This design comes from an exercise in tuning for small area and a short achievable clock period on the open sky130 flow, not from production work.
Only simulation tests tie the RTL to the original design; equivalence was not proved.
Power and IR drop assume default switching activity.

==> flow/design.v (excerpt) <==
module hpcalc_core (
    input  wire        clk,
    input  wire        rst,        
    input  wire [9:0]  word,       
    input  wire [5:0]  kin,        
    output reg  [2:0]  rom,        
    output reg  [7:0]  off,        
    output reg         latch,      
    output reg  [11:0] s,          
    output reg  [3:0]  p,          
    output reg         fault,      
    output reg  [55:0] a,
    output reg  [55:0] b,
    output reg  [55:0] c
);
Size: roughly 2,000 cells after synthesis, about 220 I/O pins.
export LEC_CHECK = 0
export CAP_MARGIN = 20
export CORE_MARGIN = 2
export CORE_UTILIZATION = 40
export SLEW_MARGIN = 20
create_clock -name core_clock -period 40.0 [get_ports {clk}]
run.sh (not shown) runs the stock make flow with config.mk's settings and CLKGATE_MAP_FILE= SYNTH_SCRIPT=/design/flow/synth_recipe.tcl, a recipe that flattens the netlist after the stock synthesis.
Next try:
==> flow/flow/run.sh (new file) <==
#!/bin/bash
# Layout flow: the standard ORFS flow, with the port buffers made of the
# smallest buffer instead of the delay buffer that buffer_ports picks itself.
set -uo pipefail
export BUFFER_PORTS_ARGS="-buffer_cell sky130_fd_sc_hd__buf_1"
bash standard.sh > standard_flow.log 2>&1
==> flow/standard.sh (new file) <==
#!/bin/bash
# synth_recipe.tcl (not shown) runs the flow's synth.tcl, then flattens the netlist and writes it again
# the make line also repeats each setting of config.mk as NAME=value (left out here)
make -C /OpenROAD-flow-scripts/flow DESIGN_CONFIG=/design/flow/config.mk WORK_HOME=/design/flow/orfs CLKGATE_MAP_FILE= SYNTH_SCRIPT=/design/flow/synth_recipe.tcl "${@:-finish}"
removed: flow/run.sh
The new run completed with no timing, DRC or antenna violations; core utilization decreases by 3.3 points; setup slack improved by 0.47 ns; design area fell by 6.7%; routed wire length went down by 1.4%; clock skew went up by 0.0034 ns; non-clock buffer count increases by 2.


Another version of the RTL of hpcalc_core (not shown whole).
Size in the first run: about 1,900 cells after synthesis, roughly 0.015 sq mm of cells after synthesis.
Settings: LEC_CHECK=0, CAP_MARGIN=20, CORE_MARGIN=2, CORE_UTILIZATION=40, SLEW_MARGIN=20; clock period 40.0 ns.
standard.sh (not shown) runs the stock make flow with config.mk's settings and CLKGATE_MAP_FILE= SYNTH_SCRIPT=/design/flow/synth_recipe.tcl, a recipe that flattens the netlist after the stock synthesis.
==> flow/flow/run.sh <==
#!/bin/bash
set -uo pipefail
W=$(pwd)
export BUFFER_PORTS_ARGS="-buffer_cell sky130_fd_sc_hd__buf_1"
export SETUP_SLACK_MARGIN=26.5
export SETUP_MOVE_SEQUENCE="unbuffer,sizeup,swap"
export TNS_END_PERCENT=0
export CTS_ARGS="-sink_clustering_enable -repair_clock_nets -dont_use_dummy_load"

sed 's#  log_cmd abc {\*}$abc_args#  log_cmd abc {*}[lreplace $abc_args 1 1 '"$W"'/flow/abc_map.script]#' \
    "$FLOW_HOME/scripts/synth.tcl" > "$W/synth_abc.tcl"
grep -q 'flow/abc_map.script' "$W/synth_abc.tcl" || { echo "synth.tcl: abc call not found"; exit 1; }
sed "s#source \$::env(SCRIPTS_DIR)/synth.tcl#source $W/synth_abc.tcl#" "$W/synth_recipe.tcl" > "$W/synth_wrap.tcl"
grep -q 'synth_abc.tcl' "$W/synth_wrap.tcl" || { echo "synth_recipe.tcl: source line not found"; exit 1; }
sed "s#SYNTH_SCRIPT=[^ ]*#SYNTH_SCRIPT=$W/synth_wrap.tcl#" "$W/standard.sh" > "$W/synth_step.sh"
grep -q 'synth_wrap.tcl' "$W/synth_step.sh" || { echo "standard.sh: SYNTH_SCRIPT not found"; exit 1; }

bash "$W/synth_step.sh" synth > "$W/synth_flow.log" 2>&1 || { echo "synthesis failed"; exit 1; }
bash "$W/standard.sh" > "$W/standard_flow.log" 2>&1
==> flow/flow/abc_map.script <==
&get -n
&st
&dch
&nf -R 1000
&put
topo
stime -c
upsize -c
dnsize -c
Then changed:
==> flow/flow/run.sh (replaced) <==
#!/bin/bash
set -uo pipefail
export BUFFER_PORTS_ARGS="-buffer_cell sky130_fd_sc_hd__buf_1"
export SETUP_SLACK_MARGIN=26.5
export SETUP_MOVE_SEQUENCE="unbuffer,sizeup,swap"
bash standard.sh > standard_flow.log 2>&1
removed: flow/flow/abc_map.script
The changed run passed the timing, design-rule and antenna checks; maximum frequency rose by 2.1%; final area rose by 6.2%; power rose by 8.9%; clock skew fell by 12 ps; sequential share of layout area fell by 1.3 points; count of clock-buffer cells in the layout rose by 1; setup slack improved by 290 ps.
Then changed:
==> flow/flow/run.sh (replaced) <==
#!/bin/bash
set -uo pipefail
W=$(pwd)
export BUFFER_PORTS_ARGS="-buffer_cell sky130_fd_sc_hd__buf_1"
export SETUP_SLACK_MARGIN=26.5
export SETUP_MOVE_SEQUENCE="unbuffer,sizeup,swap"

sed 's#  log_cmd abc {\*}$abc_args#  log_cmd abc {*}[lreplace $abc_args 1 1 '"$W"'/flow/abc_map.script]#' \
    "$FLOW_HOME/scripts/synth.tcl" > "$W/synth_abc.tcl"
grep -q 'flow/abc_map.script' "$W/synth_abc.tcl" || { echo "synth.tcl: abc call not found"; exit 1; }
sed "s#source \$::env(SCRIPTS_DIR)/synth.tcl#source $W/synth_abc.tcl#" "$W/synth_recipe.tcl" > "$W/synth_wrap.tcl"
grep -q 'synth_abc.tcl' "$W/synth_wrap.tcl" || { echo "synth_recipe.tcl: source line not found"; exit 1; }
sed "s#SYNTH_SCRIPT=[^ ]*#SYNTH_SCRIPT=$W/synth_wrap.tcl#" "$W/standard.sh" > "$W/synth_step.sh"
grep -q 'synth_wrap.tcl' "$W/synth_step.sh" || { echo "standard.sh: SYNTH_SCRIPT not found"; exit 1; }

bash "$W/synth_step.sh" synth > "$W/synth_flow.log" 2>&1 || { echo "synthesis failed"; exit 1; }
bash "$W/standard.sh" > "$W/standard_flow.log" 2>&1
==> flow/flow/abc_map.script (new file) <==
&get -n
&st
&dch
&nf -R 1000
&put
topo
stime -c
upsize -c
dnsize -c
=> The changed run ran to the end with no violations. Clock skew rose by 3.6 ps. Wire length fell by a few percent. Worst hold slack loses 14 ps. Flip-flop and latch count does not change. Count of clock-buffer cells in the layout fell by 1. Area after synthesis fell by a little under a tenth. Worst setup slack loses 130 ps. Via count fell slightly. Global-route usage rose by 0.66 points.
Then changed:
--- a/flow/flow/run.sh
+++ b/flow/flow/run.sh
@@ -1,3 +1,12 @@
 #!/bin/bash
+# Layout flow: the standard ORFS flow (standard.sh), with these changes:
+#  - synthesis is the standard flow's own synthesis script (synth_recipe.tcl and ORFS's
+#    synth.tcl, so the same registers and names), except that ABC maps the
+#    logic with flow/abc_map.script (delay mapping with area recovery, no
+#    buffering: placement removes ABC's buffers and buffers the nets itself),
+#    and that no full or half adder cells are extracted (ADDER_MAP_FILE
+#    empty), so ABC maps the adders' logic together with the rest;
+#  - the port buffers are the smallest buffer (buf_1) instead of the delay
+#    buffer that buffer_ports picks by itself;
 set -uo pipefail
 W=$(pwd)
@@ -5,4 +14,7 @@
 export SETUP_SLACK_MARGIN=26.5
 export SETUP_MOVE_SEQUENCE="unbuffer,sizeup,swap"
+export TNS_END_PERCENT=0
+export ADDER_MAP_FILE=
+export CTS_ARGS="-sink_clustering_enable -repair_clock_nets -dont_use_dummy_load"
 
 sed 's#  log_cmd abc {\*}$abc_args#  log_cmd abc {*}[lreplace $abc_args 1 1 '"$W"'/flow/abc_map.script]#' \
After rerunning: Design area falls by 4.8%; utilization came out lower by 2.3 points; wire length goes up by 0.64%.

## afterwards: timing with drivers on the ports
The results above use ideal ports. As a check the final layouts listed here were re-extracted and re-timed, cells and wires unchanged. Step 1: set_driving_cell puts a clkbuf_16 on clk and a buf_2 on each other input, an assumption about the parent block. Step 2 adds t to the input delays and takes it off the output delays; t is the mean of the earliest and latest rising clock arrival at the registers after step 1. Input paths then give back, and output paths get back, about the clock's delay inside the block. a / b / c = ideal / step 1 / step 2; a / b = the first two.
run | shift t [ns] | setup WS [ns] | slew at the worst register clock pin (ns)
the first run of note 1 | 0.512 | 25.009 / 25.042 / 24.529 | 0.08 / 0.08
the second run of note 1 | 0.528 | 25.482 / 25.511 / 24.983 | 0.08 / 0.08
the first run of note 2 | 0.510 | 26.299 / 26.333 / 25.823 | 0.08 / 0.08
the second run of note 2 | 0.534 | 26.587 / 26.589 / 26.055 | 0.08 / 0.08
the third run of note 2 | 0.521 | 26.453 / 26.474 / 25.953 | 0.09 / 0.09
the fourth run of note 2 | 0.505 | 26.794 / 26.813 / 26.308 | 0.08 / 0.08
After both steps every run listed still meets setup and hold. The setup slack of the second run of note 2, which loses most, moves by +0.002 ns with the drivers and by -0.532 ns with both steps.
